Background: an optimization exercise with open tools, aiming at small area, a short achievable clock period and few clock cycles. Do not read the settings as production practice.
The RTL was checked by simulation tests, not by an equivalence proof against the original design.
Power figures rest on the tool's default switching activity, not on a simulated workload.

**flow/run.sh**
```bash
#!/bin/bash
# synth_recipe.tcl (not shown) runs the flow's synth.tcl, then flattens the netlist and writes it again
# the make line also repeats each setting of config.mk as NAME=value (left out here)
make -C /OpenROAD-flow-scripts/flow DESIGN_CONFIG=/design/flow/config.mk WORK_HOME=/design/flow/orfs CLKGATE_MAP_FILE= SYNTH_SCRIPT=/design/flow/synth_recipe.tcl finish
```
**flow/config.mk**
```make
export PLATFORM = sky130hd
export DESIGN_NAME = scrb_line
export DESIGN_NICKNAME = scrb_line
export VERILOG_FILES = /design/flow/design.v
export SDC_FILE = /design/flow/constraint.sdc
export NUM_CORES = 4
export LEC_CHECK = 0
export CAP_MARGIN = 20
export CORE_MARGIN = 2
export CORE_UTILIZATION = 40
export PLACE_DENSITY = 0.6
export SLEW_MARGIN = 20
```
**flow/constraint.sdc**
```tcl
create_clock -name core_clock -period 11.0 [get_ports {clk}]
set_input_delay 2.2000 -clock core_clock [delete_from_list [all_inputs] [get_ports {clk}]]
set_output_delay 2.2000 -clock core_clock [all_outputs]
set_load 0.01 [all_outputs]
```
**flow/design.v**
```verilog
module scrb_line (
    input  wire        clk,
    input  wire        rst,         
    input  wire        cmd_valid,
    output wire        cmd_ready,
    input  wire [15:0] cmd_x1,      
    input  wire [15:0] cmd_y1,      
    input  wire [15:0] cmd_x2,      
    input  wire [15:0] cmd_y2,      
    input  wire [7:0]  cmd_width,   
    input  wire [10:0] cmd_w,       
    input  wire [10:0] cmd_h,       
    output wire        px_valid,
    input  wire        px_ready,
    output wire [9:0]  px_x,
    output wire [9:0]  px_y,
    output wire        done
);
    function [8:0] isqrt_hi;
        input [7:0] v;
        reg [1:0] x0;  reg       g0;  reg [1:0] m0;
        reg [3:0] x1;  reg [2:0] t1;  reg [2:0] m1;
        reg [4:0] x2;  reg [3:0] t2;  reg [3:0] m2;
        reg [5:0] x3;  reg [4:0] t3;  reg [4:0] m3;
        reg [3:0] rt;
        begin
            x0 = v[7:6];
            g0 = (x0 != 2'd0);
            m0 = x0 - {1'b0, g0};
            rt = {3'd0, g0};
            x1 = {m0, v[5:4]};
            t1 = {rt[0], 2'b01};
            if (x1 >= {1'b0, t1}) begin m1 = x1 - {1'b0, t1}; rt = {rt[2:0], 1'b1}; end
            else                  begin m1 = x1[2:0];          rt = {rt[2:0], 1'b0}; end
            x2 = {m1, v[3:2]};
            t2 = {rt[1:0], 2'b01};
            if (x2 >= {1'b0, t2}) begin m2 = x2 - {1'b0, t2}; rt = {rt[2:0], 1'b1}; end
            else                  begin m2 = x2[3:0];          rt = {rt[2:0], 1'b0}; end
            x3 = {m2, v[1:0]};
            t3 = {rt[2:0], 2'b01};
            if (x3 >= {1'b0, t3}) begin m3 = x3 - {1'b0, t3}; rt = {rt[2:0], 1'b1}; end
            else                  begin m3 = x3[4:0];          rt = {rt[2:0], 1'b0}; end
            isqrt_hi = {m3, rt};
        end
    endfunction
    function [6:0] isqrt_lo;
        input [8:0] s;
        input [5:0] v;
        reg [6:0] x4;  reg [5:0] t4;  reg [5:0] m4;
        reg [7:0] x5;  reg [6:0] t5;  reg [6:0] m5;
        reg [8:0] x6;  reg [7:0] t6;
        reg [6:0] rt;
        begin
            rt = {3'd0, s[3:0]};
            x4 = {s[8:4], v[5:4]};
            t4 = {rt[3:0], 2'b01};
            if (x4 >= {1'b0, t4}) begin m4 = x4 - {1'b0, t4}; rt = {rt[5:0], 1'b1}; end
            else                  begin m4 = x4[5:0];          rt = {rt[5:0], 1'b0}; end
            x5 = {m4, v[3:2]};
            t5 = {rt[4:0], 2'b01};
            if (x5 >= {1'b0, t5}) begin m5 = x5 - {1'b0, t5}; rt = {rt[5:0], 1'b1}; end
            else                  begin m5 = x5[6:0];          rt = {rt[5:0], 1'b0}; end
            x6 = {m5, v[1:0]};
            t6 = {rt[5:0], 2'b01};
            rt = {rt[5:0], (x6 >= {1'b0, t6})};
            isqrt_lo = rt;
        end
    endfunction
    reg       setup;               
    reg [2:0] step;
    reg       run;
    reg        [7:0]  width;
    reg        [9:0]  bw1, bh1;    
    reg        [16:0] dx;
    reg        [17:0] dy;
    reg               sx, sy;      
    reg               noinner;
    reg               xmaj;        
    reg signed [8:0]  snr;         
    reg        [6:0]  rh;          
    reg        [8:0]  kin;         
    wire       [6:0]  r = width[7:1];
    reg               wact;        
    reg signed [17:0] wpx;         
    reg signed [19:0] wd;          
    reg signed [8:0]  woj;         
    reg signed [14:0] wt;          
    reg        [16:0] wn;          
    reg               cap;         
    reg signed [17:0] spx;
    reg signed [19:0] sd;
    reg signed [8:0]  soj;
    reg signed [14:0] st;
    reg        [16:0] sn;
    reg signed [16:0] rowy;
    reg               rowvis;
    reg               pa_pv, pa_eor, pa_z, pa_bv;
    reg signed [11:0] pa_px;
    reg        [8:0]  pa_sa, pa_sb;
    reg        [5:0]  pa_va, pa_vb;
    reg               pb_pv, pb_eor, pb_z, pb_bv;
    reg signed [11:0] pb_px;
    reg        [6:0]  pb_a, pb_b;
    reg               pc_pv, pc_eor;
    reg signed [11:0] pc_l, pc_h, pc_hl, pc_hh;
    reg signed [11:0] ac_lo, ac_hi, ac_hl, ac_hh;    
    reg               rb_v;
    reg signed [11:0] rb_lo, rb_hi, rb_hl, rb_hh;
    reg               e_v, e2_v, e_first;
    reg        [9:0]  e_x, e_end, e_y, e2_s, e2_e;
    reg        [19:0] sa, sb;
    reg               sc;
    always @* begin
        sa = 20'd0;
        sb = 20'd0;
        sc = 1'b0;
        case (step)
            3'd0: begin sa = {{3{dx[16]}}, dx}; sb = ~{{3{wpx[16]}}, wpx[16:0]}; sc = 1'b1; end
            3'd1: begin sa = {{3{dy[16]}}, dy[16:0]}; sb = ~{{3{rowy[16]}}, rowy}; sc = 1'b1; end
            3'd2: begin sa = {{3{dx[16]}}, dx} ^ {20{dx[16]}}; sc = dx[16]; end
            3'd3: begin sa = {{3{dy[16]}}, dy[16:0]} ^ {20{dy[16]}}; sc = dy[16]; end
            3'd4: begin sa = {3'd0, dx}; sb = ~{3'd0, dy[16:0]}; sc = 1'b1; end
            3'd5: begin sa = wd; sb = xmaj ? ~{3'd0, dy[16:0]} : {3'd0, dx}; sc = xmaj; end
            3'd6: begin sa = {{3{rowy[16]}}, rowy}; sb = sy ? {{11{snr[8]}}, snr} : {13'd0, rh}; end
            default: begin sa = {10'd0, bh1}; sb = ~{{3{rowy[16]}}, rowy}; sc = 1'b1; end
        endcase
    end
    wire        [19:0] su   = sa + sb + {19'd0, sc};
    wire               su_pos = !su[19] && (su != 20'd0);
    wire y0_lo = rowy[16];
    wire y0_hi = su[19];
    wire signed [8:0]  srh  = $signed({2'b0, rh});
    wire rel    = (woj >= snr) && (woj <= srh);
    wire capc   = sy ? (woj < srh) : (woj > snr);
    wire cap_now = capc && !cap;
    wire last_pt = (wn == 17'd0);
    wire rowend = !rel || last_pt || (!rowvis && capc);
    wire eor_busy = pa_eor || pb_eor || pc_eor || rb_v;
    wire wstall = rowend && rowvis && eor_busy;
    wire wgo    = run && wact && !wstall;
    wire dec   = xmaj ? wd[19] : (!wd[19] && (wd != 20'sd0));
    wire stepx = xmaj || dec;
    wire stepy = !xmaj || dec;
    wire               kinv = xmaj && !dec;
    wire        [19:0] k0   = {2'd0, dx, 1'b0};
    wire        [19:0] k1   = {dy[17], dy, 1'b0};
    wire        [19:0] kop  = (dec ? k1 : k0) ^ {20{kinv}};
    wire signed [19:0] nd   = wd + $signed(kop) + $signed({19'd0, kinv});
    wire signed [8:0]  ojp  = woj + 9'sd1;
    wire signed [8:0]  ojm  = woj - 9'sd1;
    wire signed [14:0] tp   = wt + $signed({{5{~woj[8]}}, ~woj, 1'b1});    
    wire signed [14:0] tm   = wt + $signed({{5{ojm[8]}}, ojm, 1'b1});      
    wire signed [8:0]  ojadj = sy ? ojp : ojm;
    wire signed [14:0] tadj  = sy ? tp : tm;
    wire signed [16:0] nrowy = rowy + $signed({{16{!sy}}, 1'b1});
    wire nrow_past = rowvis && (sy ? (rowy == $signed({7'd0, bh1})) : (rowy == 17'sd0));
    wire nrow_vis  = rowvis ? !nrow_past : (sy ? (nrowy == 17'sd0) : (nrowy == $signed({7'd0, bh1})));
    wire px_low  = wpx[17] && !(&wpx[16:9]);
    wire px_high = !wpx[17] && ((|wpx[16:11]) || (&wpx[10:9]));
    wire signed [11:0] px_sat = px_low ? -12'sd512 : px_high ? 12'sd1535 : wpx[11:0];
    wire signed [14:0] wu   = wt - $signed({6'd0, kin});                              
    wire        [6:0]  a_pb = isqrt_lo(pa_sa, pa_va);
    wire        [6:0]  b_pb = isqrt_lo(pa_sb, pa_vb);
    wire        [6:0]  ar   = (pb_z && pb_a != 7'd0) ? pb_a - 7'd1 : pb_a;
    wire signed [11:0] sbw1 = $signed({2'd0, bw1});
    wire signed [11:0] q_l  = pb_px - $signed({5'd0, pb_a});
    wire signed [11:0] q_h  = pb_px + $signed({5'd0, ar});
    wire signed [11:0] q_hl = pb_px + $signed({5'b11111, ~pb_b});     
    wire signed [11:0] q_hh = pb_px + $signed({5'd0, pb_b}) + 12'sd1;
    wire signed [11:0] n_lo = (ac_lo < pc_l)  ? ac_lo : pc_l;
    wire signed [11:0] n_hi = (ac_hi > pc_h)  ? ac_hi : pc_h;
    wire signed [11:0] n_hl = (ac_hl > pc_hl) ? ac_hl : pc_hl;
    wire signed [11:0] n_hh = (ac_hh < pc_hh) ? ac_hh : pc_hh;
    wire hole  = rb_hl + 12'sd2 <= rb_hh;
    wire o_hl  = rb_hl > sbw1;
    wire o_hi  = rb_hi > sbw1;
    wire i_lo  = rb_lo <= sbw1;
    wire i_hh  = rb_hh <= sbw1;
    wire [9:0] s1s = rb_lo[11] ? 10'd0 : rb_lo[9:0];
    wire [9:0] s1e = hole ? (o_hl ? bw1 : rb_hl[9:0]) : (o_hi ? bw1 : rb_hi[9:0]);
    wire [9:0] s2s = rb_hh[11] ? 10'd0 : rb_hh[9:0];
    wire [9:0] s2e = o_hi ? bw1 : rb_hi[9:0];
    wire v1    = i_lo && !(hole ? rb_hl[11] : rb_hi[11]);
    wire v2    = hole && i_hh && !rb_hi[11];
    wire fire     = e_v && px_ready;
    wire seg_over = !e_v || (fire && (e_x == e_end));
    wire take_rb  = seg_over && !e2_v && rb_v;
    wire all_empty = !wact && !pa_pv && !pa_eor && !pb_pv && !pb_eor && !pc_pv && !pc_eor &&
                     !rb_v && !e_v && !e2_v;
    wire fin = run && all_empty;
    assign cmd_ready = (!setup && !run) || fin;
    assign done      = fin;
    assign px_valid  = e_v;
    assign px_x      = e_x;
    assign px_y      = e_y;
    always @(posedge clk) begin
        if (cmd_ready) begin
            wpx   <= {{2{cmd_x1[15]}}, cmd_x1};
            rowy  <= {cmd_y1[15], cmd_y1};
            dx    <= {cmd_x2[15], cmd_x2};
            dy    <= {{2{cmd_y2[15]}}, cmd_y2};
            width <= cmd_width;
            bw1   <= cmd_w[9:0] - 10'd1;
            bh1   <= cmd_h[9:0] - 10'd1;
        end
        if (setup) begin
            snr <= -$signed({2'b0, r});
            rh  <= (r == 7'd0) ? 7'd0 : r - 7'd1;
            kin <= {r, 2'b00} - 9'd3;
            case (step)
                3'd0: begin dx <= su[16:0]; sx <= su_pos; end
                3'd1: begin dy <= su[17:0]; sy <= su_pos; end
                3'd2: dx <= su[16:0];
                3'd3: begin
                    dy      <= {1'b0, su[16:0]};
                    noinner <= ((dx == 17'd0) && (dy[16:0] == 17'd0)) || (r < 7'd3);
                end
                3'd4: begin wd <= su; xmaj <= !su[19]; end
                3'd5: begin
                    wd <= su;
                    dy <= wd[17:0];
                    dx <= xmaj ? dy[16:0] : dx;
                    wn <= xmaj ? dx : dy[16:0];
                end
                3'd6: rowy <= su[16:0];
                default: ;
            endcase
        end
        if (setup && step == 3'd7) begin
            rowvis  <= !y0_lo && !y0_hi;
            e_y     <= sy ? (y0_lo ? 10'd0 : rowy[9:0]) : (y0_hi ? bh1 : rowy[9:0]);
            e_first <= 1'b1;
            woj     <= sy ? snr : $signed({2'b0, rh});
            wt      <= (sy || r == 7'd0) ? 15'sd0 : $signed({7'd0, r, 1'b0}) - 15'sd1;
            cap     <= 1'b0;
        end
        if (wgo) begin
            if (cap_now) begin
                spx <= wpx;
                sd  <= wd;
                soj <= ojadj;
                st  <= tadj;
                sn  <= wn;
            end
            if (rowend) begin
                cap    <= 1'b0;
                rowy   <= nrowy;
                rowvis <= nrow_vis;
                if (cap_now) begin
                    woj <= ojadj;
                    wt  <= tadj;
                end else begin
                    wpx <= spx;
                    wd  <= sd;
                    woj <= soj;
                    wt  <= st;
                    wn  <= sn;
                end
            end else begin
                if (cap_now) cap <= 1'b1;
                if (stepx) wpx <= wpx + $signed({{17{!sx}}, 1'b1});
                if (stepy) begin
                    woj <= sy ? ojm : ojp;
                    wt  <= sy ? tm : tp;
                end
                wd <= nd;
                wn <= wn - 17'd1;
            end
        end
        pa_px <= px_sat;
        pa_sa <= isqrt_hi(wt[13:6]);
        pa_va <= wt[5:0];
        pa_sb <= isqrt_hi(wu[13:6]);
        pa_vb <= wu[5:0];
        pa_bv <= !noinner && !wu[14];
        pa_z  <= (woj == 9'sd0);
        pb_px <= pa_px;
        pb_a  <= a_pb;
        pb_b  <= b_pb;
        pb_bv <= pa_bv;
        pb_z  <= pa_z;
        pc_l  <= (!pb_pv || rst) ?  12'sd2047 : q_l;
        pc_h  <= (!pb_pv || rst) ? -12'sd2048 : q_h;
        pc_hl <= (!pb_pv || rst) ? -12'sd2048 : pb_bv ? q_hl :  12'sd2047;
        pc_hh <= (!pb_pv || rst) ?  12'sd2047 : pb_bv ? q_hh : -12'sd2048;
        if (pc_eor) begin
            rb_lo   <= n_lo;
            rb_hi   <= n_hi;
            rb_hl   <= n_hl;
            rb_hh   <= n_hh;
        end
        ac_lo <= (pc_eor || rst) ?  12'sd2047 : n_lo;
        ac_hi <= (pc_eor || rst) ? -12'sd2048 : n_hi;
        ac_hl <= (pc_eor || rst) ? -12'sd2048 : n_hl;
        ac_hh <= (pc_eor || rst) ?  12'sd2047 : n_hh;
        if (seg_over) begin
            if (e2_v) begin
                e_x   <= e2_s;
                e_end <= e2_e;
            end else begin
                e_x   <= v1 ? s1s : s2s;
                e_end <= v1 ? s1e : s2e;
                e2_s  <= s2s;
                e2_e  <= s2e;
            end
        end else if (fire) begin
            e_x <= e_x + 10'd1;
        end
        if (take_rb) begin
            e_first <= 1'b0;
            if (!e_first) e_y <= e_y + {{9{!sy}}, 1'b1};
        end
        if (rst) begin
            setup   <= 1'b0;
            step    <= 3'd0;
            run     <= 1'b0;
            wact    <= 1'b0;
            pa_pv   <= 1'b0;
            pa_eor  <= 1'b0;
            pb_pv   <= 1'b0;
            pb_eor  <= 1'b0;
            pc_pv   <= 1'b0;
            pc_eor  <= 1'b0;
            rb_v    <= 1'b0;
            e_v     <= 1'b0;
            e2_v    <= 1'b0;
        end else begin
            if (cmd_valid && cmd_ready) setup <= 1'b1;
            if (setup) step <= step + 3'd1;
            if (setup && step == 3'd7) begin
                setup <= 1'b0;
                run  <= 1'b1;
                wact <= (width != 8'd0) && !(sy ? y0_hi : y0_lo);
            end else if (fin) begin
                run  <= 1'b0;
            end
            if (wgo && rowend && (!(cap || cap_now) || nrow_past))
                wact <= 1'b0;
            pa_pv   <= wgo && rel && rowvis;
            pa_eor  <= wgo && rowend && rowvis;
            pb_pv   <= pa_pv;  pb_eor <= pa_eor;
            pc_pv   <= pb_pv;  pc_eor <= pb_eor;
            if (pc_eor) rb_v <= 1'b1;
            else if (take_rb) rb_v <= 1'b0;
            if (seg_over) begin
                if (e2_v) begin
                    e_v  <= 1'b1;
                    e2_v <= 1'b0;
                end else begin
                    e_v  <= rb_v && (v1 || v2);
                    e2_v <= rb_v && v1 && v2;
                end
            end
        end
    end
endmodule
```
==> notes.md, run 1 <==
# TYPE chip_impl_metric gauge
chip_impl_info{name="synth_commonest_cells",value="sky130_fd_sc_hd__nand2_1, sky130_fd_sc_hd__nor2_1, sky130_fd_sc_hd__ha_1"} 1
chip_impl_metric{name="required",unit="ps"} 11330
chip_impl_metric{name="synth.avg_cell_area",unit="um^2"} 8.85
chip_impl_metric{name="cts-root-to-sink-buffers",unit=""} 3
chip_impl_metric{name="grt_util_all_layers",unit="%"} 23.6
chip_impl_info{name="outcome",value="no timing/DRC/antenna violations"} 1
chip_impl_metric{name="power.leakage",unit="nW"} 17.2
chip_impl_metric{name="ctsHoldBuffers",unit=""} 0
chip_impl_metric{name="tightest_slew",unit="ps"} 1130
chip_impl_metric{name="total_of_endpoints_with_negative_setup_slack_in_the_final_report",unit=""} 0
chip_impl_info{name="crit_path_cell_trace",value="inv_1 > ha_1 > nor4_4 > buf_4 > nand2_1 > o2111ai_1 > o21ai_0 > fa_1 > fa_1 > nor2b_1 > o2111ai_1 > nand2_1 > nor2_1 > xnor2_1 > nor4_1 > nand3_1 > or3_1 > or4_1 > o41a_1"} 1
chip_impl_metric{name="layout.filler_cells",unit=""} 9025
chip_impl_metric{name="highest_clock_rate",unit="MHz"} 150
chip_impl_metric{name="drt_first_pass_iters",unit=""} 6
chip_impl_metric{name="floorplan.die_area",unit="um^2"} 95800
chip_impl_info{name="synth_top_cell_by_area",value="sky130_fd_sc_hd__edfxtp_1"} 1
chip_impl_info{name="critPathLaunchType",value="register"} 1
chip_impl_metric{name="drtAntennaViolNets",unit=""} 0
chip_impl_metric{name="boundaryPins",unit=""} 121
chip_impl_info{name="capture_point_of_the_worst_reg_to_reg_path",value="sx"} 1
chip_impl_metric{name="fin_crit_sh",unit="%"} 60.6
chip_impl_metric{name="dpl_cell_area",unit="um^2"} 39700
chip_impl_info{name="worst_hold_path_type",value="register to register"} 1
chip_impl_metric{name="pwr_density_cell",unit="nW/um^2"} 212
chip_impl_metric{name="area_used_by_multi_input_combinational_logic",unit="um^2"} 22200
chip_impl_metric{name="synth-edff-count",unit=""} 240
chip_impl_metric{name="timing.critical_path.slowest_cell_delay",unit="ps"} 690
chip_impl_info{name="criticalPathCategory",value="register to register"} 1
chip_impl_metric{name="grt_pass1_wl",unit="um"} 177000
chip_impl_metric{name="synth.ff_latch_count",unit=""} 549
chip_impl_metric{name="post_synthesis_cell_type_count",unit=""} 95
chip_impl_metric{name="finalWirelength",unit="um"} 115000
chip_impl_metric{name="critPathMaxFanout",unit=""} 36
chip_impl_metric{name="clkSlewWorstSetupHoldPaths",unit="ps"} 60
chip_impl_metric{name="clock_insertion_delay_at_the_later_pin_of_the_skew_report",unit="ps"} 620
chip_impl_info{name="tritoncts",value="built"} 1
chip_impl_metric{name="cts_num_sinks",unit=""} 549
chip_impl_metric{name="hold-path-cell-count",unit=""} 0
chip_impl_metric{name="htree_num_levels",unit=""} 3
chip_impl_metric{name="post-cts-setup-buffers",unit=""} 0
chip_impl_info{name="ctsRootBufferMaster",value="sky130_fd_sc_hd__clkbuf_16"} 1
chip_impl_info{name="worstSetupEndpointType",value="register"} 1
chip_impl_info{name="synth.area.top_cells",value="sky130_fd_sc_hd__edfxtp_1, sky130_fd_sc_hd__dfxtp_1, sky130_fd_sc_hd__ha_1"} 1
chip_impl_metric{name="drive_gt1_share",unit="%"} 6.94
chip_impl_metric{name="yosys_warning_total",unit=""} 1
chip_impl_info{name="whs_endpoint",value="pb_px[8]"} 1
chip_impl_metric{name="chipWidth",unit="um"} 309
chip_impl_info{name="cp_top_family",value="simple AND/OR/NAND/NOR gates"} 1
chip_impl_metric{name="seq_area",unit="um^2"} 13400
chip_impl_metric{name="globalRoute.totalOverflow",unit=""} 0
chip_impl_metric{name="core-area",unit="um^2"} 92900
chip_impl_metric{name="initial_core_util",unit="%"} 40.2
chip_impl_metric{name="r2r_slack",unit="ps"} 4330
chip_impl_metric{name="slew_headroom",unit="%"} 24.0
chip_impl_info{name="rsz_0062_raised_after_global_routing",value="no"} 1
chip_impl_metric{name="timing.final.hold_violations",unit=""} 0
chip_impl_metric{name="synth.top_cell.area_share",unit="%"} 19.3
chip_impl_metric{name="finish.net_count",unit=""} 4675
chip_impl_info{name="ys.flop_type",value="sky130_fd_sc_hd__dfxtp_1"} 1
chip_impl_metric{name="route.detailed.wl_per_inst",unit="um"} 20.8
chip_impl_metric{name="drt_drc_violations_left",unit=""} 0
chip_impl_metric{name="core.rowCount",unit=""} 112
chip_impl_info{name="worstHoldStart",value="pa_px[8]"} 1
chip_impl_metric{name="drv_cap",unit=""} 0
chip_impl_info{name="synthMostInstantiatedCell",value="sky130_fd_sc_hd__nand2_1"} 1
chip_impl_metric{name="place.detailed.hpwl",unit="um"} 84300
chip_impl_metric{name="skew",unit="ps"} 36.7
chip_impl_metric{name="final_design_area_no_fill",unit="um^2"} 41900
chip_impl_metric{name="grt_pass1_vias",unit=""} 30000
chip_impl_metric{name="gpl_wtd_cong",unit=""} 0.950
chip_impl_metric{name="syn_inst",unit=""} 4218
chip_impl_metric{name="syn_to_final_growth",unit="%"} 12.3
chip_impl_metric{name="mappedNetlistNets",unit=""} 4667
chip_impl_metric{name="drt-vias-per-instance",unit=""} 5.72
chip_impl_metric{name="num_vias",unit=""} 31600
chip_impl_metric{name="placement.io_buffers",unit=""} 118
chip_impl_metric{name="grt_max_degree",unit=""} 53
chip_impl_metric{name="critical_path.n_buffers_inverters",unit=""} 2
chip_impl_metric{name="timing.final.max_slew_violations",unit=""} 0
chip_impl_info{name="worst_r2r_startpoint",value="step[2]"} 1
chip_impl_metric{name="arrival",unit="ps"} 7000
chip_impl_metric{name="cts-resized-gates",unit=""} 0
chip_impl_metric{name="height_of_the_die",unit="um"} 309
chip_impl_metric{name="synthArstFlopShare",unit="%"} 0
chip_impl_metric{name="timing.reg2reg.worst_path_depth",unit=""} 19
chip_impl_metric{name="synth.yosys.seq_area_share",unit="%"} 35.9
chip_impl_metric{name="timing.setup.tns",unit="ps"} 0
chip_impl_metric{name="cts_inserted_buffers",unit=""} 68
chip_impl_metric{name="initial_antenna_violation_count",unit=""} 3
chip_impl_metric{name="synth_area",unit="um^2"} 37300
chip_impl_metric{name="initialDrtViolationCount",unit=""} 2675
chip_impl_info{name="slowest_stage",value="sky130_fd_sc_hd__dfxtp_1"} 1
chip_impl_metric{name="period_needed",unit="ps"} 6670
chip_impl_metric{name="vdd_ir_drop_max",unit="V"} 0.000130
chip_impl_metric{name="antenna-diode-count",unit=""} 0
flip-flops by register name (all words and copies together), names as in the netlist, 15 cells and up:
signal / count
spx: 18
sd: 20
sn: 17
wd: 20
wn: 17
rowy: 17
dy: 18
dx: 17
st: 15
wpx: 18
wt: 15
routing by layer:
layer	vias up	track usage [%]	share of wire [%]
met3	222	3.61	6.5
li1	15300	-	-
met4	0	9.01	3.8
met2	1089	38.3	46
met1	15000	31.6	44
met5	-	0	0
layout by cell type, fill, tap and decap left out, types with 31 or more instances in the layout:
cell type                         count
sky130_fd_sc_hd__nor2_1             341
sky130_fd_sc_hd__o21a_1              52
sky130_fd_sc_hd__nand4_1             36
sky130_fd_sc_hd__nor3_1              68
sky130_fd_sc_hd__o211ai_1            63
sky130_fd_sc_hd__nor4_1              33
sky130_fd_sc_hd__and2_1              35
sky130_fd_sc_hd__inv_1              246
sky130_fd_sc_hd__ha_1               340
sky130_fd_sc_hd__nor2b_1             31
sky130_fd_sc_hd__nand2_1            396
sky130_fd_sc_hd__xnor2_1            207
sky130_fd_sc_hd__mux2i_1            136
sky130_fd_sc_hd__dfxtp_1            307
sky130_fd_sc_hd__a21oi_1            291
sky130_fd_sc_hd__edfxtp_1           240
sky130_fd_sc_hd__o221ai_1            41
sky130_fd_sc_hd__xor2_1              75
sky130_fd_sc_hd__nand3_1             95
sky130_fd_sc_hd__mux2_2              77
sky130_fd_sc_hd__a21o_1              72
sky130_fd_sc_hd__a211oi_1            36
sky130_fd_sc_hd__a31oi_1             73
sky130_fd_sc_hd__clkdlybuf4s50_1    118
sky130_fd_sc_hd__o21ai_0            262
sky130_fd_sc_hd__buf_4               50
sky130_fd_sc_hd__o22ai_1             41
sky130_fd_sc_hd__clkbuf_16           71
per-stage QoR:
| stage | setup slack [ps] | util (%) | hold slack (ps) | total power (W) | instances |
|---|---|---|---|---|---|
| floorplan | 5510 | - | 310 | 0.00554 | 4218 |
| global placement | 4640 | 42.7 | 313 | 0.00653 | 5410 |
| detailed placement | 4550 | 42.7 | 312 | 0.00658 | 5410 |
| CTS | 4480 | 45.1 | 325 | 0.00885 | 5532 |
| global route | 4000 | 45.1 | 332 | 0.00941 | 5532 |
| finish | 4330 | 45.1 | 325 | 0.00887 | 5532 |
kinds of logic after synthesis:
family / share of synthesized area [%]
compound gates: 19.8
buf+inv: 4.89
fa+ha+maj: 12.0
flops: 35.9
simple gates: 14.5
xor+xnor: 6.74
mux: 6.15
area by class of cell:
type	instances	area share (%)
multi-input cells	3186	53.0
flip-flops and latches	549	31.9
clock buffers	95	4.77
well taps	1254	3.74
repair buffers	168	3.71
inverters	253	2.27
clock inverters	27	0.579
how the worst max path moves through the flow:
stage	start	endpoint	slack, ps	depth (start not counted)
detailed placement	step[2]	sx	4550	19
global placement	step[2]	sx	4640	19
CTS	step[1]	sx	4480	21
finish	step[2]	sx	4330	19
floorplan	pc_eor	cmd_ready	5510	7
global route	step[2]	sx	4000	19
report_power, final:
part           switching (W)  total (W)  internal [W]
clock               0.000924    0.00225       0.00132
sequential          0.000366    0.00277       0.00240
combinational        0.00226    0.00386       0.00160
total                0.00355    0.00887       0.00532
Testbench counts, summed over its fixed seeds: cycles 393,043.
==> run 2, diff against run 1 <==
--- a/flow/config.mk
+++ b/flow/config.mk
@@ -8,5 +8,5 @@
 export CAP_MARGIN = 20
 export CORE_MARGIN = 2
 export CORE_UTILIZATION = 40
-export PLACE_DENSITY = 0.6
+export PLACE_DENSITY = 0.5
 export SLEW_MARGIN = 20
==> run 2 against run 1 <==
  * First-iteration DRC count is 9.6% lower
  * Flip-flop and latch count stayed put
  * Critical path type unchanged
  * Critical endpoint is now sy
  * Die area stayed put
  * Wire length is 5.3% higher
  * Synthesized cell count stayed put
  * Critical path depth stayed put
==> notes.md, run 2 <==
# TYPE chip_impl_metric gauge
chip_impl_metric{name="final.hold.worst_slack",unit="ps"} 325
chip_impl_metric{name="grt_max_degree",unit=""} 54
chip_impl_metric{name="synth.avg_cell_area",unit="um^2"} 8.85
chip_impl_metric{name="clock_insertion_delay_at_the_later_pin_of_the_skew_report",unit="ps"} 650
chip_impl_info{name="slowest_stage",value="sky130_fd_sc_hd__dfxtp_1"} 1
chip_impl_metric{name="total_of_endpoints_with_negative_setup_slack_in_the_final_report",unit=""} 0
chip_impl_info{name="criticalPathCategory",value="register to register"} 1
chip_impl_info{name="final_cell_mix",value="sky130_fd_sc_hd__nand2_1, sky130_fd_sc_hd__nor2_1, sky130_fd_sc_hd__ha_1, sky130_fd_sc_hd__dfxtp_1, sky130_fd_sc_hd__a21oi_1"} 1
chip_impl_metric{name="initial_antenna_violation_count",unit=""} 0
chip_impl_metric{name="gpl_wtd_cong",unit=""} 0.915
chip_impl_metric{name="critPathMaxFanout",unit=""} 36
chip_impl_metric{name="timing.final.hold_violations",unit=""} 0
chip_impl_info{name="rsz_0062_raised_after_global_routing",value="no"} 1
chip_impl_metric{name="required",unit="ps"} 11370
chip_impl_metric{name="timing.reg2reg.worst_path_depth",unit=""} 19
chip_impl_metric{name="drive_gt1_share",unit="%"} 6.91
chip_impl_metric{name="tightest_slew",unit="ps"} 1160
chip_impl_metric{name="mappedNetlistNets",unit=""} 4667
chip_impl_info{name="ys.flop_type",value="sky130_fd_sc_hd__dfxtp_1"} 1
chip_impl_metric{name="post-route-worst-setup-slack",unit="ps"} 4310
chip_impl_metric{name="grt_util_all_layers",unit="%"} 25.0
chip_impl_metric{name="core-area",unit="um^2"} 92900
chip_impl_metric{name="htree_num_levels",unit=""} 3
chip_impl_metric{name="finish.net_count",unit=""} 4675
chip_impl_metric{name="fin_crit_sh",unit="%"} 60.8
chip_impl_info{name="tritoncts",value="built"} 1
chip_impl_metric{name="cts-resized-gates",unit=""} 0
chip_impl_info{name="synth_commonest_cells",value="sky130_fd_sc_hd__nand2_1, sky130_fd_sc_hd__nor2_1, sky130_fd_sc_hd__ha_1"} 1
chip_impl_info{name="ctsRootBufferMaster",value="sky130_fd_sc_hd__clkbuf_16"} 1
chip_impl_metric{name="vdd_ir_drop_max",unit="V"} 0.000155
chip_impl_metric{name="seq_area",unit="um^2"} 13400
chip_impl_info{name="final_common_cell",value="sky130_fd_sc_hd__nand2_1"} 1
chip_impl_metric{name="synthArstFlopShare",unit="%"} 0
chip_impl_metric{name="yosys_warning_total",unit=""} 1
chip_impl_info{name="synthMostInstantiatedCell",value="sky130_fd_sc_hd__nand2_1"} 1
chip_impl_metric{name="grt_pass1_wl",unit="um"} 183000
chip_impl_metric{name="chipWidth",unit="um"} 309
chip_impl_metric{name="post-cts-setup-buffers",unit=""} 0
chip_impl_metric{name="arrival",unit="ps"} 7060
chip_impl_metric{name="hold-path-cell-count",unit=""} 0
chip_impl_info{name="outcome",value="no timing/DRC/antenna violations"} 1
chip_impl_info{name="worst_hold_path_type",value="register to register"} 1
chip_impl_metric{name="core.rowCount",unit=""} 112
chip_impl_metric{name="final_design_area_no_fill",unit="um^2"} 42000
chip_impl_metric{name="boundaryPins",unit=""} 121
chip_impl_metric{name="drt-vias-per-instance",unit=""} 5.62
chip_impl_metric{name="period_needed",unit="ps"} 6690
chip_impl_metric{name="skew",unit="ps"} 31.5
chip_impl_metric{name="pwr_density_cell",unit="nW/um^2"} 216
chip_impl_info{name="crit_path_cell_trace",value="inv_1 > ha_1 > nor4_4 > buf_4 > nand2_1 > o2111ai_1 > o21ai_0 > fa_1 > fa_1 > nor2b_1 > o2111ai_1 > nand2_1 > nor2_1 > xnor2_1 > nor4_1 > nand3_1 > or3_1 > or4_1 > o41a_1"} 1
chip_impl_metric{name="height_of_the_die",unit="um"} 309
chip_impl_metric{name="power.leakage",unit="nW"} 17.2
chip_impl_metric{name="timing.critical_path.slowest_cell_delay",unit="ps"} 670
chip_impl_info{name="synth.area.top_cells",value="sky130_fd_sc_hd__edfxtp_1, sky130_fd_sc_hd__dfxtp_1, sky130_fd_sc_hd__ha_1"} 1
chip_impl_metric{name="layout_utilization",unit="%"} 45.2
chip_impl_metric{name="synth.top_cell.area_share",unit="%"} 19.3
chip_impl_metric{name="highest_clock_rate",unit="MHz"} 149
chip_impl_info{name="critPathLaunchType",value="register"} 1
chip_impl_metric{name="synth.yosys.seq_area_share",unit="%"} 35.9
chip_impl_metric{name="drt_drc_violations_left",unit=""} 0
chip_impl_info{name="synth_top_cell_by_area",value="sky130_fd_sc_hd__edfxtp_1"} 1
chip_impl_metric{name="globalRoute.totalOverflow",unit=""} 0
chip_impl_metric{name="cts_num_sinks",unit=""} 549
chip_impl_metric{name="grt_pass1_vias",unit=""} 29700
chip_impl_metric{name="ctsHoldBuffers",unit=""} 0
chip_impl_metric{name="r2r_slack",unit="ps"} 4310
chip_impl_metric{name="place.detailed.hpwl",unit="um"} 88900
chip_impl_metric{name="syn_inst",unit=""} 4218
chip_impl_metric{name="timing.setup.tns",unit="ps"} 0
chip_impl_metric{name="clkSlewWorstSetupHoldPaths",unit="ps"} 60
chip_impl_metric{name="synth.ff_latch_count",unit=""} 549
chip_impl_metric{name="initial_core_util",unit="%"} 40.2
chip_impl_metric{name="post_synthesis_cell_type_count",unit=""} 95
chip_impl_metric{name="syn_to_final_growth",unit="%"} 12.6
chip_impl_info{name="worstSetupEndpointType",value="register"} 1
chip_impl_metric{name="timing.final.max_slew_violations",unit=""} 0
chip_impl_metric{name="drt_first_pass_iters",unit=""} 6
chip_impl_metric{name="slew_headroom",unit="%"} 21.9
chip_impl_metric{name="layout.filler_cells",unit=""} 9152
chip_impl_metric{name="drtAntennaViolNets",unit=""} 0
chip_impl_metric{name="dp_slack",unit="ps"} 4510
chip_impl_metric{name="cts-root-to-sink-buffers",unit=""} 3
chip_impl_metric{name="floorplan.die_area",unit="um^2"} 95800
chip_impl_metric{name="num_vias",unit=""} 31100
chip_impl_metric{name="synth_area",unit="um^2"} 37300
chip_impl_metric{name="placement.io_buffers",unit=""} 118
chip_impl_metric{name="finalWirelength",unit="um"} 121000
chip_impl_metric{name="cts_inserted_buffers",unit=""} 68
chip_impl_metric{name="route.detailed.wl_per_inst",unit="um"} 21.9
chip_impl_metric{name="initialDrtViolationCount",unit=""} 2419
chip_impl_metric{name="drv_cap",unit=""} 0
chip_impl_metric{name="dpl_cell_area",unit="um^2"} 39700
chip_impl_metric{name="synth-edff-count",unit=""} 240
chip_impl_metric{name="area_used_by_multi_input_combinational_logic",unit="um^2"} 22200
chip_impl_info{name="largestRegisters",value="sd x20, wd x20"} 1
## run 2: per-layer routing
layer  part of all wire [%]  GRT usage, %  vias to the layer above
met1                     46          33.9                    14800
met5                      0             0                        -
met2                     47          41.3                      762
li1                       -             -                    15400
met4                    3.0          7.97                        0
met3                    4.4          2.96                      181
## run 2: area by class of cell
| class | count | area share (%) |
|---|---|---|
| multi-input cells | 3186 | 52.9 |
| flip-flops and latches | 549 | 31.9 |
| clock buffers | 92 | 4.62 |
| well taps | 1254 | 3.73 |
| repair buffers | 168 | 3.70 |
| inverters | 253 | 2.27 |
| clock inverters | 33 | 0.896 |
| diodes | 1 | 0.00596 |
## run 2: final timing paths
kind | startpoint | endpoint
min reg2reg | pa_px[1] | pb_px[1]
min | pa_px[1] | pb_px[1]
max reg2reg | step[2] | sy
max | step[2] | sy
## run 2: where the power goes
| group | switching [W] | total [W] | internal (W) |
|---|---|---|---|
| Sequential | 0.000395 | 0.00280 | 0.00240 |
| Combinational | 0.00229 | 0.00392 | 0.00163 |
| Clock | 0.000968 | 0.00234 | 0.00137 |
## run 2: stage by stage
step	std cells	total power (W)
final	5536	0.00906
after global routing	5535	0.00964
after detailed placement	5410	0.00670
after CTS	5535	0.00908
after global placement	5410	0.00670
after floorplan	4218	0.00554
## run 2: worst max-delay path: cells and delay by family (launching register included)
family	cells	cell delay, ps
AO/OA/AOI/OAI	4	1030
XOR/XNOR	1	140
adder cells (fa/ha/maj)	3	1290
buffers and inverters	2	580
flip-flops	1	670
AND/OR/NAND/NOR	9	2700
## run 2: cells by family after synthesis
logic type,synth area share (%)
AOI/OAI and AO/OA,19.8
xor gates and xnor gates,6.74
DFF,35.9
adders and majority gates,12.0
buffers and inverters,4.89
muxes,6.15
and+or+nand+nor,14.5
==> run 3, diff against run 2 <==
--- a/flow/design.v
+++ b/flow/design.v
@@ -66,6 +66,41 @@
             isqrt_lo = rt;
         end
     endfunction
+    function [6:0] isqrt_hi3;
+        input [5:0] v;
+        reg [1:0] x0;  reg       g0;  reg [1:0] m0;
+        reg [3:0] x1;  reg [2:0] t1;  reg [2:0] m1;
+        reg [4:0] x2;  reg [3:0] t2;  reg [3:0] m2;
+        reg [2:0] rt;
+        begin
+            x0 = v[5:4];
+            g0 = (x0 != 2'd0);
+            m0 = x0 - {1'b0, g0};
+            rt = {2'd0, g0};
+            x1 = {m0, v[3:2]};
+            t1 = {rt[0], 2'b01};
+            if (x1 >= {1'b0, t1}) begin m1 = x1 - {1'b0, t1}; rt = {rt[1:0], 1'b1}; end
+            else                  begin m1 = x1[2:0];          rt = {rt[1:0], 1'b0}; end
+            x2 = {m1, v[1:0]};
+            t2 = {rt[1:0], 2'b01};
+            if (x2 >= {1'b0, t2}) begin m2 = x2 - {1'b0, t2}; rt = {rt[1:0], 1'b1}; end
+            else                  begin m2 = x2[3:0];          rt = {rt[1:0], 1'b0}; end
+            isqrt_hi3 = {m2, rt};
+        end
+    endfunction
+    function [6:0] isqrt_lo4;
+        input [6:0] s;
+        input [7:0] v;
+        reg [5:0] x3;  reg [4:0] t3;  reg [4:0] m3;
+        reg [3:0] rt;
+        begin
+            x3 = {s[6:3], v[7:6]};
+            t3 = {s[2:0], 2'b01};
+            if (x3 >= {1'b0, t3}) begin m3 = x3 - {1'b0, t3}; rt = {s[2:0], 1'b1}; end
+            else                  begin m3 = x3[4:0];          rt = {s[2:0], 1'b0}; end
+            isqrt_lo4 = isqrt_lo({m3, rt}, v[5:0]);
+        end
+    endfunction
     reg       setup;               
     reg [2:0] step;
     reg       run;
@@ -96,8 +131,10 @@
     reg               rowvis;
     reg               pa_pv, pa_eor, pa_z, pa_bv;
     reg signed [11:0] pa_px;
-    reg        [8:0]  pa_sa, pa_sb;
-    reg        [5:0]  pa_va, pa_vb;
+    reg        [8:0]  pa_sa;
+    reg        [5:0]  pa_va;
+    reg        [6:0]  pa_sb;
+    reg        [7:0]  pa_vb;
     reg               pb_pv, pb_eor, pb_z, pb_bv;
     reg signed [11:0] pb_px;
     reg        [6:0]  pb_a, pb_b;
@@ -126,7 +163,6 @@
         endcase
     end
     wire        [19:0] su   = sa + sb + {19'd0, sc};
-    wire               su_pos = !su[19] && (su != 20'd0);
     wire y0_lo = rowy[16];
     wire y0_hi = su[19];
     wire signed [8:0]  srh  = $signed({2'b0, rh});
@@ -160,7 +196,7 @@
     wire signed [11:0] px_sat = px_low ? -12'sd512 : px_high ? 12'sd1535 : wpx[11:0];
     wire signed [14:0] wu   = wt - $signed({6'd0, kin});                              
     wire        [6:0]  a_pb = isqrt_lo(pa_sa, pa_va);
-    wire        [6:0]  b_pb = isqrt_lo(pa_sb, pa_vb);
+    wire        [6:0]  b_pb = isqrt_lo4(pa_sb, pa_vb);
     wire        [6:0]  ar   = (pb_z && pb_a != 7'd0) ? pb_a - 7'd1 : pb_a;
     wire signed [11:0] sbw1 = $signed({2'd0, bw1});
     wire signed [11:0] q_l  = pb_px - $signed({5'd0, pb_a});
@@ -208,9 +244,9 @@
             rh  <= (r == 7'd0) ? 7'd0 : r - 7'd1;
             kin <= {r, 2'b00} - 9'd3;
             case (step)
-                3'd0: begin dx <= su[16:0]; sx <= su_pos; end
-                3'd1: begin dy <= su[17:0]; sy <= su_pos; end
-                3'd2: dx <= su[16:0];
+                3'd0: dx <= su[16:0];
+                3'd1: dy <= su[17:0];
+                3'd2: begin dx <= su[16:0]; sx <= !dx[16] && (dx != 17'd0); sy <= !dy[16] && (dy[16:0] != 17'd0); end
                 3'd3: begin
                     dy      <= {1'b0, su[16:0]};
                     noinner <= ((dx == 17'd0) && (dy[16:0] == 17'd0)) || (r < 7'd3);
@@ -270,8 +306,8 @@
         pa_px <= px_sat;
         pa_sa <= isqrt_hi(wt[13:6]);
         pa_va <= wt[5:0];
-        pa_sb <= isqrt_hi(wu[13:6]);
-        pa_vb <= wu[5:0];
+        pa_sb <= isqrt_hi3(wu[13:8]);
+        pa_vb <= wu[7:0];
         pa_bv <= !noinner && !wu[14];
         pa_z  <= (woj == 9'sd0);
         pb_px <= pa_px;
--- a/flow/config.mk
+++ b/flow/config.mk
@@ -8,5 +8,5 @@
 export CAP_MARGIN = 20
 export CORE_MARGIN = 2
 export CORE_UTILIZATION = 40
-export PLACE_DENSITY = 0.5
+export PLACE_DENSITY = 0.6
 export SLEW_MARGIN = 20
==> run 3 against run 2 <==
  * Still clean on timing, DRC and antenna
  * Wire length down 8.2%
  * Cell area down 2.3%
  * Combinational power up 9.4%
  * Via count down 1.3%
  * Setup slack better by 570 ps
  * Critical endpoint is now pb_b[0]
  * Largest cell class unchanged
==> notes.md, run 3 <==
# TYPE chip_impl_metric gauge
chip_impl_info{name="outcome",value="no timing/DRC/antenna violations"} 1
chip_impl_info{name="largestRegisters",value="sd x20, wd x20"} 1
chip_impl_metric{name="finalWirelength",unit="um"} 111000
chip_impl_info{name="synthMostInstantiatedCell",value="sky130_fd_sc_hd__nand2_1"} 1
chip_impl_metric{name="core.rowCount",unit=""} 111
chip_impl_metric{name="drive_gt1_share",unit="%"} 5.91
chip_impl_metric{name="post-route-worst-setup-slack",unit="ps"} 4880
chip_impl_metric{name="dp_slack",unit="ps"} 4540
chip_impl_metric{name="vdd_ir_drop_max",unit="V"} 0.000183
chip_impl_metric{name="highest_clock_rate",unit="MHz"} 163
chip_impl_info{name="tritoncts",value="built"} 1
chip_impl_metric{name="pwr_density_cell",unit="nW/um^2"} 227
chip_impl_metric{name="grt_util_all_layers",unit="%"} 23.2
chip_impl_metric{name="yosys_warning_total",unit=""} 1
chip_impl_metric{name="timing.final.hold_violations",unit=""} 0
chip_impl_metric{name="grt_max_degree",unit=""} 63
chip_impl_metric{name="drv_cap",unit=""} 0
chip_impl_info{name="worst_hold_path_type",value="register to register"} 1
chip_impl_info{name="crit_path_frequent_cell",value="sky130_fd_sc_hd__ha_1"} 1
chip_impl_metric{name="fin_crit_sh",unit="%"} 55.6
chip_impl_info{name="ys.flop_type",value="sky130_fd_sc_hd__dfxtp_1"} 1
chip_impl_metric{name="grt_pass1_wl",unit="um"} 171000
chip_impl_metric{name="layout.filler_cells",unit=""} 8730
chip_impl_info{name="ctsRootBufferMaster",value="sky130_fd_sc_hd__clkbuf_16"} 1
chip_impl_metric{name="final_standard_cell_count_with_taps_included_and_fillers_excluded",unit=""} 5351
chip_impl_metric{name="synth.yosys.seq_area_share",unit="%"} 36.6
chip_impl_metric{name="synthArstFlopShare",unit="%"} 0
chip_impl_metric{name="timing.setup.tns",unit="ps"} 0
chip_impl_metric{name="place.detailed.hpwl",unit="um"} 81200
chip_impl_metric{name="chipWidth",unit="um"} 307
chip_impl_metric{name="synth.ff_latch_count",unit=""} 549
chip_impl_info{name="synth_top_cell_by_area",value="sky130_fd_sc_hd__edfxtp_1"} 1
chip_impl_metric{name="drt-vias-per-instance",unit=""} 5.74
chip_impl_metric{name="total_of_endpoints_with_negative_setup_slack_in_the_final_report",unit=""} 0
chip_impl_metric{name="required",unit="ps"} 11500
chip_impl_info{name="worstSetupEndpointType",value="register"} 1
chip_impl_metric{name="antenna-diode-count",unit=""} 0
chip_impl_metric{name="initial_antenna_violation_count",unit=""} 0
chip_impl_metric{name="syn_to_final_growth",unit="%"} 12.0
chip_impl_metric{name="placement.io_buffers",unit=""} 118
chip_impl_metric{name="initial_core_util",unit="%"} 40.2
chip_impl_metric{name="synth_area",unit="um^2"} 36600
chip_impl_metric{name="cts_inserted_buffers",unit=""} 68
chip_impl_metric{name="globalRoute.totalOverflow",unit=""} 0
chip_impl_metric{name="cts-resized-gates",unit=""} 0
chip_impl_info{name="final_common_cell",value="sky130_fd_sc_hd__nand2_1"} 1
chip_impl_metric{name="timing.final.max_slew_violations",unit=""} 0
chip_impl_metric{name="power.leakage",unit="nW"} 16.8
chip_impl_metric{name="finish.net_count",unit=""} 4561
chip_impl_metric{name="mappedNetlistNets",unit=""} 4548
chip_impl_metric{name="floorplan.die_area",unit="um^2"} 94000
chip_impl_metric{name="seq_area",unit="um^2"} 13400
chip_impl_metric{name="height_of_the_die",unit="um"} 307
chip_impl_metric{name="synth-edff-count",unit=""} 240
chip_impl_info{name="rsz_0062_raised_after_global_routing",value="no"} 1
chip_impl_metric{name="core-area",unit="um^2"} 91200
chip_impl_metric{name="arrival",unit="ps"} 6620
chip_impl_metric{name="ctsHoldBuffers",unit=""} 0
chip_impl_metric{name="num_vias",unit=""} 30700
chip_impl_metric{name="skew",unit="ps"} 32.7
chip_impl_metric{name="tightest_slew",unit="ps"} 1200
chip_impl_metric{name="layout_utilization",unit="%"} 45.0
chip_impl_metric{name="timing.critical_path.slowest_cell_delay",unit="ps"} 520
chip_impl_metric{name="clock_insertion_delay_at_the_later_pin_of_the_skew_report",unit="ps"} 630
chip_impl_metric{name="cts_num_sinks",unit=""} 549
chip_impl_metric{name="clkSlewWorstSetupHoldPaths",unit="ps"} 60
chip_impl_metric{name="syn_inst",unit=""} 4099
chip_impl_metric{name="dp_cells",unit=""} 5227
chip_impl_info{name="criticalPathCategory",value="register to register"} 1
chip_impl_metric{name="period_needed",unit="ps"} 6120
chip_impl_info{name="slowest_stage",value="sky130_fd_sc_hd__o41ai_1"} 1
chip_impl_metric{name="slew_headroom",unit="%"} 19.6
chip_impl_metric{name="area_used_by_multi_input_combinational_logic",unit="um^2"} 21500
chip_impl_metric{name="critPathMaxFanout",unit=""} 10
chip_impl_info{name="synth.area.top_cells",value="sky130_fd_sc_hd__edfxtp_1, sky130_fd_sc_hd__dfxtp_1, sky130_fd_sc_hd__ha_1"} 1
chip_impl_metric{name="htree_num_levels",unit=""} 3
chip_impl_info{name="synth_commonest_cells",value="sky130_fd_sc_hd__nand2_1, sky130_fd_sc_hd__ha_1, sky130_fd_sc_hd__dfxtp_1"} 1
chip_impl_metric{name="post-cts-setup-buffers",unit=""} 0
chip_impl_metric{name="drtAntennaViolNets",unit=""} 0
chip_impl_metric{name="drt_first_pass_iters",unit=""} 6
chip_impl_metric{name="initialDrtViolationCount",unit=""} 2654
chip_impl_metric{name="route.detailed.wl_per_inst",unit="um"} 20.8
chip_impl_metric{name="cts-root-to-sink-buffers",unit=""} 3
chip_impl_metric{name="post_synthesis_cell_type_count",unit=""} 99
chip_impl_metric{name="boundaryPins",unit=""} 121
chip_impl_metric{name="drt_drc_violations_left",unit=""} 0
chip_impl_metric{name="gpl_wtd_cong",unit=""} 0.953
chip_impl_metric{name="synth.avg_cell_area",unit="um^2"} 8.94
chip_impl_metric{name="synth.top_cell.area_share",unit="%"} 19.7
chip_impl_metric{name="grt_pass1_vias",unit=""} 29000
chip_impl_info{name="final_cell_mix",value="sky130_fd_sc_hd__nand2_1, sky130_fd_sc_hd__ha_1, sky130_fd_sc_hd__dfxtp_1, sky130_fd_sc_hd__nor2_1, sky130_fd_sc_hd__a21oi_1"} 1
chip_impl_info{name="critPathLaunchType",value="register"} 1
[run 3: stage by stage]
| stage | hold slack (ps) | total power, W | instance area [um^2] |
|---|---|---|---|
| after floorplan | 310 | 0.00592 | 36600 |
| after global placement | 311 | 0.00703 | 38800 |
| after detailed placement | 312 | 0.00705 | 38800 |
| after CTS | 321 | 0.00931 | 41000 |
| after global routing | 331 | 0.00995 | 41000 |
| final | 319 | 0.00932 | 41000 |
[run 3: cell families after synthesis]
group / share of synthesized area, %
and+or+nand+nor: 14.9
AOI/OAI and AO/OA: 20.3
DFF: 36.6
buffers and inverters: 4.93
adders and majority gates: 12.2
xor gates and xnor gates: 6.78
muxes: 4.38
[run 3: area by class of cell]
class                           instances  share of cell area, %
Multi-Input combinational cell       3078                   52.4
Sequential cell                       549                   32.6
Clock buffer                          106                   4.87
Tap cell                             1186                   3.62
Timing Repair Buffer                  155                   3.58
Inverter                              260                   2.38
Clock inverter                         17                  0.482
[run 3: power by group]
| group | leakage (nW) | internal [W] | switching (W) |
|---|---|---|---|
| sequential | 4.85 | 0.00239 | 0.000403 |
| combinational | 10.9 | 0.00182 | 0.00248 |
| clock | 1.07 | 0.00132 | 0.000903 |
| total | 16.8 | 0.00553 | 0.00378 |
[run 3: layer usage]
| layer | GRT usage (%) | wire length [um] |
|---|---|---|
| met4 | 8.60 | 4370 |
| met2 | 38.0 | 51200 |
| met5 | 0 | 0 |
| met3 | 3.26 | 6200 |
| met1 | 31.1 | 49700 |
[run 3: path summary, 6_finish.rpt]
path	from	end	slack, ps	cells after the start
worst max register to register	pa_sb[0]	pb_b[0]	4880	28
worst max-delay path	pa_sb[0]	pb_b[0]	4880	28
worst min register to register	pa_px[4]	pb_px[4]	320	0
worst min-delay path	pa_px[4]	pb_px[4]	320	0
[run 3: critical path: cells and delay by family (launching register included)]
kind / cells / cell delay [ps]
fa+ha+maj: 4 / 1300
simple gates: 6 / 710
buf+inv: 3 / 350
compound gates: 14 / 3190
xor+xnor: 1 / 150
flops: 1 / 300
Testbench counts of run 3, summed over its fixed seeds: cycles 393,043.
==> run 4, diff against run 3 <==
--- a/flow/config.mk
+++ b/flow/config.mk
@@ -5,8 +5,10 @@
 export SDC_FILE = /design/flow/constraint.sdc
 export NUM_CORES = 4
 export LEC_CHECK = 0
+export ABC_CLOCK_PERIOD_IN_PS = 4000
 export CAP_MARGIN = 20
 export CORE_MARGIN = 2
 export CORE_UTILIZATION = 40
 export PLACE_DENSITY = 0.6
+export SETUP_SLACK_MARGIN = 5
 export SLEW_MARGIN = 20
==> run 4 against run 3 <==
  * Largest cell class unchanged
  * Cell count grew 0.15%
  * Maximum frequency grew 5.7%
  * Critical endpoint unchanged
  * Highest routed layer unchanged
  * Sequential share of layout area shrank 0.088 points
==> notes.md, run 4 <==
# TYPE chip_impl_metric gauge
chip_impl_info{name="outcome",value="no timing/DRC/antenna violations"} 1
chip_impl_metric{name="finalWirelength",unit="um"} 112000
chip_impl_metric{name="ctsHoldBuffers",unit=""} 0
chip_impl_metric{name="critPathMaxFanout",unit=""} 9
chip_impl_metric{name="power.total",unit="W"} 0.00941
chip_impl_metric{name="layout.filler_cells",unit=""} 8721
chip_impl_metric{name="timing.critical_path.slowest_cell_delay",unit="ps"} 410
chip_impl_metric{name="skew",unit="ps"} 32.7
chip_impl_metric{name="drtAntennaViolNets",unit=""} 0
chip_impl_info{name="final_cell_mix",value="sky130_fd_sc_hd__nand2_1, sky130_fd_sc_hd__ha_1, sky130_fd_sc_hd__dfxtp_1, sky130_fd_sc_hd__nor2_1, sky130_fd_sc_hd__a21oi_1"} 1
chip_impl_metric{name="slew_headroom",unit="%"} 21.3
chip_impl_metric{name="syn_to_final_growth",unit="%"} 12.3
chip_impl_metric{name="r2r_slack",unit="ps"} 5210
chip_impl_metric{name="mappedNetlistNets",unit=""} 4548
chip_impl_metric{name="initial_core_util",unit="%"} 40.2
chip_impl_metric{name="timing.final.hold_violations",unit=""} 0
chip_impl_info{name="critPathLaunchType",value="register"} 1
chip_impl_metric{name="place.detailed.hpwl",unit="um"} 81200
chip_impl_metric{name="final.hold.worst_slack",unit="ps"} 319
chip_impl_metric{name="synth.avg_cell_area",unit="um^2"} 8.94
chip_impl_metric{name="synth.ff_latch_count",unit=""} 549
chip_impl_metric{name="synth.yosys.seq_area_share",unit="%"} 36.6
chip_impl_metric{name="vdd_ir_drop_max",unit="V"} 0.000185
chip_impl_metric{name="drt_first_pass_iters",unit=""} 6
chip_impl_metric{name="clkSlewWorstSetupHoldPaths",unit="ps"} 60
chip_impl_metric{name="finish.net_count",unit=""} 4567
chip_impl_info{name="rsz_0062_raised_after_global_routing",value="yes"} 1
chip_impl_metric{name="clock_insertion_delay_at_the_later_pin_of_the_skew_report",unit="ps"} 630
chip_impl_info{name="criticalPathCategory",value="register to register"} 1
chip_impl_metric{name="chipWidth",unit="um"} 307
chip_impl_metric{name="grt_pass1_vias",unit=""} 29000
chip_impl_info{name="synth_commonest_cells",value="sky130_fd_sc_hd__nand2_1, sky130_fd_sc_hd__ha_1, sky130_fd_sc_hd__dfxtp_1"} 1
chip_impl_metric{name="post_synthesis_cell_type_count",unit=""} 99
chip_impl_metric{name="num_vias",unit=""} 30700
chip_impl_metric{name="core-area",unit="um^2"} 91200
chip_impl_metric{name="grt_util_all_layers",unit="%"} 23.2
chip_impl_metric{name="fin_crit_sh",unit="%"} 52.6
chip_impl_metric{name="drive_gt1_share",unit="%"} 6.31
chip_impl_metric{name="globalRoute.totalOverflow",unit=""} 0
chip_impl_metric{name="initial_antenna_violation_count",unit=""} 0
chip_impl_metric{name="cts_inserted_buffers",unit=""} 68
chip_impl_metric{name="route.detailed.wl_per_inst",unit="um"} 20.8
chip_impl_metric{name="synthArstFlopShare",unit="%"} 0
chip_impl_metric{name="initialDrtViolationCount",unit=""} 2575
chip_impl_metric{name="arrival",unit="ps"} 6290
chip_impl_metric{name="pwr_density_cell",unit="nW/um^2"} 229
chip_impl_metric{name="boundaryPins",unit=""} 121
chip_impl_metric{name="htree_num_levels",unit=""} 3
chip_impl_info{name="synth.area.top_cells",value="sky130_fd_sc_hd__edfxtp_1, sky130_fd_sc_hd__dfxtp_1, sky130_fd_sc_hd__ha_1"} 1
chip_impl_info{name="crit_path_frequent_cell",value="sky130_fd_sc_hd__ha_1"} 1
chip_impl_metric{name="synth-edff-count",unit=""} 240
chip_impl_info{name="synth_top_cell_by_area",value="sky130_fd_sc_hd__edfxtp_1"} 1
chip_impl_metric{name="yosys_warning_total",unit=""} 1
chip_impl_info{name="tritoncts",value="built"} 1
chip_impl_metric{name="placement.io_buffers",unit=""} 118
chip_impl_info{name="worstSetupEndpointType",value="register"} 1
chip_impl_metric{name="synth.top_cell.area_share",unit="%"} 19.7
chip_impl_info{name="synthMostInstantiatedCell",value="sky130_fd_sc_hd__nand2_1"} 1
chip_impl_metric{name="highest_clock_rate",unit="MHz"} 173
chip_impl_metric{name="power.leakage",unit="nW"} 16.8
chip_impl_metric{name="timing.final.max_slew_violations",unit=""} 0
chip_impl_info{name="slowest_stage",value="sky130_fd_sc_hd__or4_1"} 1
chip_impl_metric{name="grt_pass1_wl",unit="um"} 172000
chip_impl_metric{name="critical_path.n_buffers_inverters",unit=""} 3
chip_impl_info{name="largestRegisters",value="sd x20, wd x20"} 1
chip_impl_metric{name="tightest_slew",unit="ps"} 1180
chip_impl_info{name="worst_hold_path_type",value="register to register"} 1
chip_impl_metric{name="core.rowCount",unit=""} 111
chip_impl_info{name="ys.flop_type",value="sky130_fd_sc_hd__dfxtp_1"} 1
chip_impl_metric{name="drt-vias-per-instance",unit=""} 5.74
chip_impl_metric{name="drv_cap",unit=""} 0
chip_impl_metric{name="syn_inst",unit=""} 4099
chip_impl_metric{name="gpl_wtd_cong",unit=""} 0.953
chip_impl_info{name="cp_top_family",value="compound AO/OA/AOI/OAI gates"} 1
chip_impl_metric{name="total_of_endpoints_with_negative_setup_slack_in_the_final_report",unit=""} 0
chip_impl_metric{name="synth_area",unit="um^2"} 36600
chip_impl_metric{name="drt_drc_violations_left",unit=""} 0
chip_impl_metric{name="cts-root-to-sink-buffers",unit=""} 3
chip_impl_metric{name="grt_max_degree",unit=""} 63
chip_impl_metric{name="cts_num_sinks",unit=""} 549
chip_impl_metric{name="timing.setup.tns",unit="ps"} 0
chip_impl_metric{name="floorplan.die_area",unit="um^2"} 94000
chip_impl_metric{name="height_of_the_die",unit="um"} 307
chip_impl_info{name="final_common_cell",value="sky130_fd_sc_hd__nand2_1"} 1
chip_impl_metric{name="period_needed",unit="ps"} 5790
chip_impl_info{name="ctsRootBufferMaster",value="sky130_fd_sc_hd__clkbuf_16"} 1
chip_impl_metric{name="required",unit="ps"} 11500
-- run 4: cell count changes in the layout (fill, tap and decap cells not counted), sizes merged --
| cell | change |
|---|---|
| buf | +5 |
| diode | +2 |
| o211ai | +1 |
-- run 4: layout make-up --
class | instances | area (um^2) | area share [%]
Antenna cell | 2 | 5.00 | 0.0122
Multi-Input combinational cell | 3079 | 21600 | 52.5
Tap cell | 1186 | 1480 | 3.61
Clock inverter | 17 | 198 | 0.480
Sequential cell | 549 | 13400 | 32.5
Clock buffer | 106 | 2000 | 4.85
Inverter | 260 | 978 | 2.38
Timing Repair Buffer | 160 | 1510 | 3.67
-- run 4: timing repair --
item,in CTS,in global routing
pin swaps,1,4
buffers inserted,2,3
setup endpoints to repair,1,8
gates cloned,0,1
endpoints found under the hold margin,0,0
resized for setup,3,10
-- run 4: through the flow --
stage | area (um^2) | utilization [%] | instances | setup slack, ps
CTS | 41000 | 45.0 | 5352 | 5010
global placement | 38800 | 42.5 | 5227 | 4650
detailed placement | 38800 | 42.5 | 5227 | 4540
finish | 41200 | 45.1 | 5359 | 5210
floorplan | 36600 | - | 4099 | 5200
global route | 41200 | 45.1 | 5357 | 4870
-- run 4: report_power, final --
part / internal [W] / switching (W) / leakage (nW)
logic: 0.00187 / 0.00252 / 10.9
registers: 0.00239 / 0.000405 / 4.85
clock network: 0.00132 / 0.000901 / 1.07
-- run 4: final timing paths --
| path | to | from | depth (start not counted) |
|---|---|---|---|
| hold reg to reg | pb_px[4] | pa_px[4] | 0 |
| setup reg to reg | pb_b[0] | pa_sb[0] | 27 |
| hold / removal | pb_px[4] | pa_px[4] | 0 |
| setup / recovery | pb_b[0] | pa_sb[0] | 27 |
-- run 4: logic make-up after synthesis --
logic type               synth area share [%]
XOR/XNOR                                 6.78
AO/OA/AOI/OAI                            20.3
AND/OR/NAND/NOR                          14.9
multiplexers                             4.38
adder cells (fa/ha/maj)                  12.2
flip-flops                               36.6
buffers and inverters                    4.93
-- run 4: per-layer routing --
layer	wire (um)	vias up	part of all wire (%)	global-route usage (%)
met4	4170	0	3.7	8.60
met3	6470	198	5.8	3.26
met5	0	-	0	0
met2	51500	1025	46	38.1
li1	-	15000	-	-
met1	49600	14600	44	31.1
-- run 4: worst reg2reg max path, stage by stage, from the launching register on --
cell and delay (ps):
sky130_fd_sc_hd__dfxtp_1 330, sky130_fd_sc_hd__inv_2 80, sky130_fd_sc_hd__ha_1 330, sky130_fd_sc_hd__nor2b_1 150, sky130_fd_sc_hd__o21a_1 200, sky130_fd_sc_hd__o31a_4 330
sky130_fd_sc_hd__a21oi_1 220, sky130_fd_sc_hd__ha_1 300, sky130_fd_sc_hd__a21o_1 200, sky130_fd_sc_hd__buf_4 150, sky130_fd_sc_hd__o31ai_4 310, sky130_fd_sc_hd__o211ai_2 200
sky130_fd_sc_hd__a21oi_1 250, sky130_fd_sc_hd__ha_1 330, sky130_fd_sc_hd__nand4_1 160, sky130_fd_sc_hd__nor3_1 60, sky130_fd_sc_hd__or4_1 410, sky130_fd_sc_hd__o41ai_2 90
sky130_fd_sc_hd__o21a_1 230, sky130_fd_sc_hd__inv_2 90, sky130_fd_sc_hd__nor2_1 100, sky130_fd_sc_hd__a21oi_1 50, sky130_fd_sc_hd__ha_1 290, sky130_fd_sc_hd__o211ai_1 90
sky130_fd_sc_hd__a21boi_0 110, sky130_fd_sc_hd__o2111ai_1 270, sky130_fd_sc_hd__o2111ai_1 160, sky130_fd_sc_hd__o22a_1 210

[static timing again, ports no longer ideal]
The results above use ideal ports. As a check the final layouts listed here were re-extracted and re-timed, cells and wires unchanged.
Step 1 (the two cells are an assumption about what drives the block):
set clk [get_ports {clk}]
set_driving_cell -lib_cell sky130_fd_sc_hd__clkbuf_16 $clk
set_driving_cell -lib_cell sky130_fd_sc_hd__buf_2 [delete_from_list [all_inputs] $clk]
Step 2 also shifts input and output timing later by t, the mid clock arrival at the registers, as if the neighbouring blocks saw the same clock.
Slacks: ideal ports / drivers / drivers and shift; pairs: ideal ports / drivers.
| run | t (ns) | setup WS [ns] | worst setup path at the end | slew at the worst register clock pin (ns) | cell pins on the clock port's net |
|---|---|---|---|---|---|
| run 1 | 0.675 | 4.329 / 4.329 / 4.329 | register to register | 0.07 / 0.07 | 1 |
| run 2 | 0.705 | 4.308 / 4.308 / 4.308 | register to register | 0.07 / 0.07 | 1 |
| run 3 | 0.680 | 4.882 / 4.882 / 4.882 | register to register | 0.07 / 0.07 | 1 |
| run 4 | 0.680 | 5.210 / 5.210 / 4.853 | input to register | 0.07 / 0.07 | 1 |
After both steps every run listed still meets setup and hold. The setup slack of run 4, which loses most, moves by 0.000 ns with the drivers and by -0.357 ns with both steps.
